What follows belongs to an exercise in optimizing a design on an open flow for small area, a short achievable clock period and few clock cycles per item; a production flow would make more cautious choices.
Where RTL was checked, it was by simulation tests only, not by an equivalence proof against the original.
The flow treats the clock pin as an ideal source, which a real chip does not have.
Power and IR drop assume default switching activity.

Setup of before:
## mnet_codec
module mnet_codec (
    input  wire        clk,
    input  wire        rst,
    input  wire        key_wr,
    input  wire [2:0]  key_len,
    input  wire [47:0] key_data,
    input  wire        tx_hdr_valid,
    output wire        tx_hdr_ready,
    input  wire [7:0]  tx_dst,
    input  wire [7:0]  tx_src,
    input  wire [15:0] tx_type,
    input  wire [7:0]  tx_len,
    input  wire        tx_obf,
    input  wire        tx_pl_valid,
    output wire        tx_pl_ready,
    input  wire [7:0]  tx_pl_data,
    output wire        line_tx_valid,
    input  wire        line_tx_ready,
    output wire [7:0]  line_tx_data,
    input  wire        line_rx_valid,
    input  wire [7:0]  line_rx_data,
    input  wire        rx_obf,
    output wire        rx_valid,
    output wire [7:0]  rx_data,
    output wire        rx_end,
    output wire [7:0]  rx_status
);
    reg [47:0] key;
    reg [3:0]  klast;
    wire key_lo3 = key_len[1] && key_len[0];
    wire key_hi  = key_wr && key_len[2] && !key_lo3;     
    wire key_ok  = key_hi || (key_wr && !key_len[2] && key_lo3);
    always @(posedge clk) begin
        if (rst)
            klast <= 4'd0;
        else if (key_ok)
            klast <= {key_len == 3'd6, key_len == 3'd5, key_len == 3'd4, key_len == 3'd3};
    end
    always @(posedge clk) begin
        if (key_ok)
            key[23:0] <= key_data[23:0];
        if (key_hi)
            key[47:24] <= key_data[47:24];
    end
    mnet_tx u_tx (
        .clk       (clk),
        .rst       (rst),
        .key       (key),
        .klast     (klast),
        .hdr_valid (tx_hdr_valid),
        .hdr_ready (tx_hdr_ready),
        .hdr_dst   (tx_dst),
        .hdr_src   (tx_src),
        .hdr_type  (tx_type),
        .hdr_len   (tx_len),
        .hdr_obf   (tx_obf),
        .pl_valid  (tx_pl_valid),
        .pl_ready  (tx_pl_ready),
        .pl_data   (tx_pl_data),
        .line_valid(line_tx_valid),
        .line_ready(line_tx_ready),
        .line_data (line_tx_data)
    );
    mnet_rx u_rx (
        .clk       (clk),
        .rst       (rst),
        .key       (key),
        .klast     (klast),
        .line_valid(line_rx_valid),
        .line_data (line_rx_data),
  ...
export LEC_CHECK = 0
export ABC_CLOCK_PERIOD_IN_PS = 2000
export CAP_MARGIN = 20
export CORE_MARGIN = 2
export CORE_UTILIZATION = 60
export CTS_CLUSTER_DIAMETER = 80
export CTS_CLUSTER_SIZE = 20
export SETUP_SLACK_MARGIN = 2.6
export SLEW_MARGIN = 20
create_clock -name core_clock -period 4.5 [get_ports {clk}]
standard.sh (not shown) runs the stock make flow with config.mk's settings and CLKGATE_MAP_FILE= SYNTH_SCRIPT=/design/flow/synth_recipe.tcl, a recipe that flattens the netlist after the stock synthesis.
==> flow/flow/run.sh <==
#!/bin/bash
# The standard layout with two changes:
#  - plain buf_1 cells as the port buffers (the standard flow picks a delay
#    buffer); ORFS's repair resizes them as needed;
#  - after CTS, the top of the clock tree is rebuilt (collapse_cts.tcl): no
#    middle level, and the leaf buffers shared among 3 root buffers on the
#    clock port. Each tool's output goes to a log of its own here.
set -euo pipefail
export BUFFER_PORTS_ARGS="-buffer_cell sky130_fd_sc_hd__buf_1"
export RESULTS=$PWD/orfs/results/$FLOW_PLATFORM/mnet_codec/base
export NROOTS=3
bash standard.sh cts > standard_cts.log 2>&1
openroad -no_init -exit flow/collapse_cts.tcl > collapse_cts.log 2>&1
touch $RESULTS/4_cts.sdc
bash standard.sh finish > standard_finish.log 2>&1
Other scripts of this flow, unchanged in this note and not shown: flow/flow/collapse_cts.tcl
For after, these inputs were changed with respect to before:
--- a/flow/design.v
+++ b/flow/design.v
@@ -69,19 +69,21 @@
     wire gen    = gen_b || a_idle || a_soh || a_crch || a_crcl || a_eot;
     wire bgen   = a_hdr || a_pl;                  
     wire [7:0] g = esc ? 8'hFF :
                    s_body ? b :
                    s_crc ? crc[15:8] :
                    s_eot ? 8'h04 : 8'h01;
     wire is_ff = s_crc ? (crc[15:8] == 8'hFF) : (b == 8'hFF);
     wire [15:0] crc_next;
     mnet_crc_step u_crc (.crc_in(crc), .data(b), .crc_out(crc_next));
-    reg  cnt_zero, cnt_one, cnt_two;
+    wire cnt_zero = (cnt == 8'd0);
+    wire cnt_one  = (cnt == 8'd1);
+    wire cnt_two  = (cnt == 8'd2);
     wire hdr_done = a_hdr && idx[2];
     wire pl_done  = a_pl && cnt_one;
     wire n_idle = (s_idle && !hdr_valid) || a_eot;
     wire n_soh  = (s_idle && hdr_valid && !rdy) || (s_soh && !go);
     wire n_hdr  = a_idle || a_soh || (s_hdr && !hdr_done);
     wire n_pl   = (hdr_done && !cnt_zero) || (s_pl && !pl_done);
     wire n_crch = (hdr_done && cnt_zero) || pl_done || (s_crch && !go);
     wire n_crcl = a_crch || (s_crcl && !go);
     wire n_eot  = a_crcl || (s_eot && !go);
@@ -129,37 +131,30 @@
             pl_rdy     <= line_ready ? (pl_take ? pl_rdy_rt : pl_rdy_rn)
                                      : (pl_take ? pl_rdy_st : pl_rdy_sn);
         end
     end
     wire [7:0] chain = s_pl ? b : 8'h00;
     always @(posedge clk) begin
         if (s_idle) begin
             hsr <= {hdr_dst, hdr_src, hdr_type, hdr_len};
             cnt <= hdr_len;
-            cnt_zero <= (hdr_len == 8'd0);
-            cnt_one  <= (hdr_len == 8'd1);
-            cnt_two  <= (hdr_len == 8'd2);
             obf <= hdr_obf && (klast != 4'd0);
             crc <= 16'h0000;
             ki  <= 6'd1;
         end else begin
             if (pl_take)
                 hsr[39:32] <= obf ? (pl_data ^ key_byte ^ chain) : pl_data;
             else if (bgen && s_hdr)
                 hsr[39:32] <= hsr[31:24];
             if (bgen && s_hdr)
                 hsr[31:0] <= {hsr[23:0], 8'h00};
-            if (bgen && s_pl) begin
-                cnt      <= cnt - 8'd1;
-                cnt_zero <= cnt_one;
-                cnt_one  <= cnt_two;
-                cnt_two  <= (cnt == 8'd3);
-            end
+            if (bgen && s_pl)
+                cnt <= cnt - 8'd1;
             if (bgen)
                 crc <= crc_next;
             else if (a_crch)
                 crc <= {crc[7:0], 8'h00};
             if (pl_take)
                 ki <= ki_wrap ? 6'd1 : {ki[4:0], 1'b0};
         end
         idx <= idx_n;
         if (!line_valid || take)
@@ -286,21 +281,20 @@
     input  wire [7:0]  line_rx_data,
     input  wire        rx_obf,
     output wire        rx_valid,
     output wire [7:0]  rx_data,
     output wire        rx_end,
     output wire [7:0]  rx_status
 );
     reg [47:0] key;
     reg [3:0]  klast;
-    wire key_lo3 = key_len[1] && key_len[0];
-    wire key_hi  = key_wr && key_len[2] && !key_lo3;     
-    wire key_ok  = key_hi || (key_wr && !key_len[2] && key_lo3);
+    wire key_ok = key_wr && (key_len[2] ? (key_len[1:0] != 2'd3) : (key_len[1:0] == 2'd3));
+    wire key_hi = key_wr && key_len[2] && (key_len[1:0] != 2'd3);
     always @(posedge clk) begin
         if (rst)
             klast <= 4'd0;
         else if (key_ok)
             klast <= {key_len == 3'd6, key_len == 3'd5, key_len == 3'd4, key_len == 3'd3};
     end
     always @(posedge clk) begin
         if (key_ok)
             key[23:0] <= key_data[23:0];
--- outcome ---
- Of after and before, the lower number of post-CTS setup repair buffers belongs to after.
- Going from before to after, width of the chip shrinks by 1.2 um.
- before has higher met2 layer wire length in the routed design than after.
- The run showing the greater final design area excluding fillers is before.
- From before to after, number of antenna cells inserted did not move at all.
- Across both runs, clock buffer count in the final layout was higher for after than for before.
- On met2 track demand over resource in global routing, the higher figure sits with before, not after.
- Per the comparison of after with before, total wire length dropped 630 um; cell area after synthesis now sits lower; utilization went up; power fell 34 uW.
- before vs after, start point of the critical path: key_len[2] vs key_len[0]
- Compared with before, after shows first-pass GRT wire length lower by about 3.4%.
- On after: clock period minus worst slack is 0.043 ns lower than what before gave.
Testbench counts of after, summed over its fixed seeds: cycles 27,589, items 384.
The RTL of before was laid out without a check of its function.

## re-timing with driven ports
Ports are ideal in the flow. The routed layouts listed here were re-timed in OpenROAD. Step 1 assumes that a clkbuf_16 drives the clock port and a buf_2 every other input. Step 2 adds t to the input delays and takes it off the output delays; t is the mean of the earliest and latest rising clock arrival at the registers after step 1. Input paths then give back, and output paths get back, about the clock's delay inside the block. Three values: no drivers, after step 1, after step 2; two values: the first two.
run	shift t [ns]	setup WS [ns]	hold slack, ns	worst register clock-pin slew, ns
before	0.388	2.576 / 2.636 / 2.247	0.468 / 0.468 / 0.468	0.09 / 0.09
after	0.380	2.619 / 2.673 / 2.293	0.455 / 0.455 / 0.455	0.08 / 0.08
After both steps every run listed still meets setup and hold. For before, which loses most, drivers alone change the setup slack by +0.060 ns; drivers and shift together by -0.329 ns.
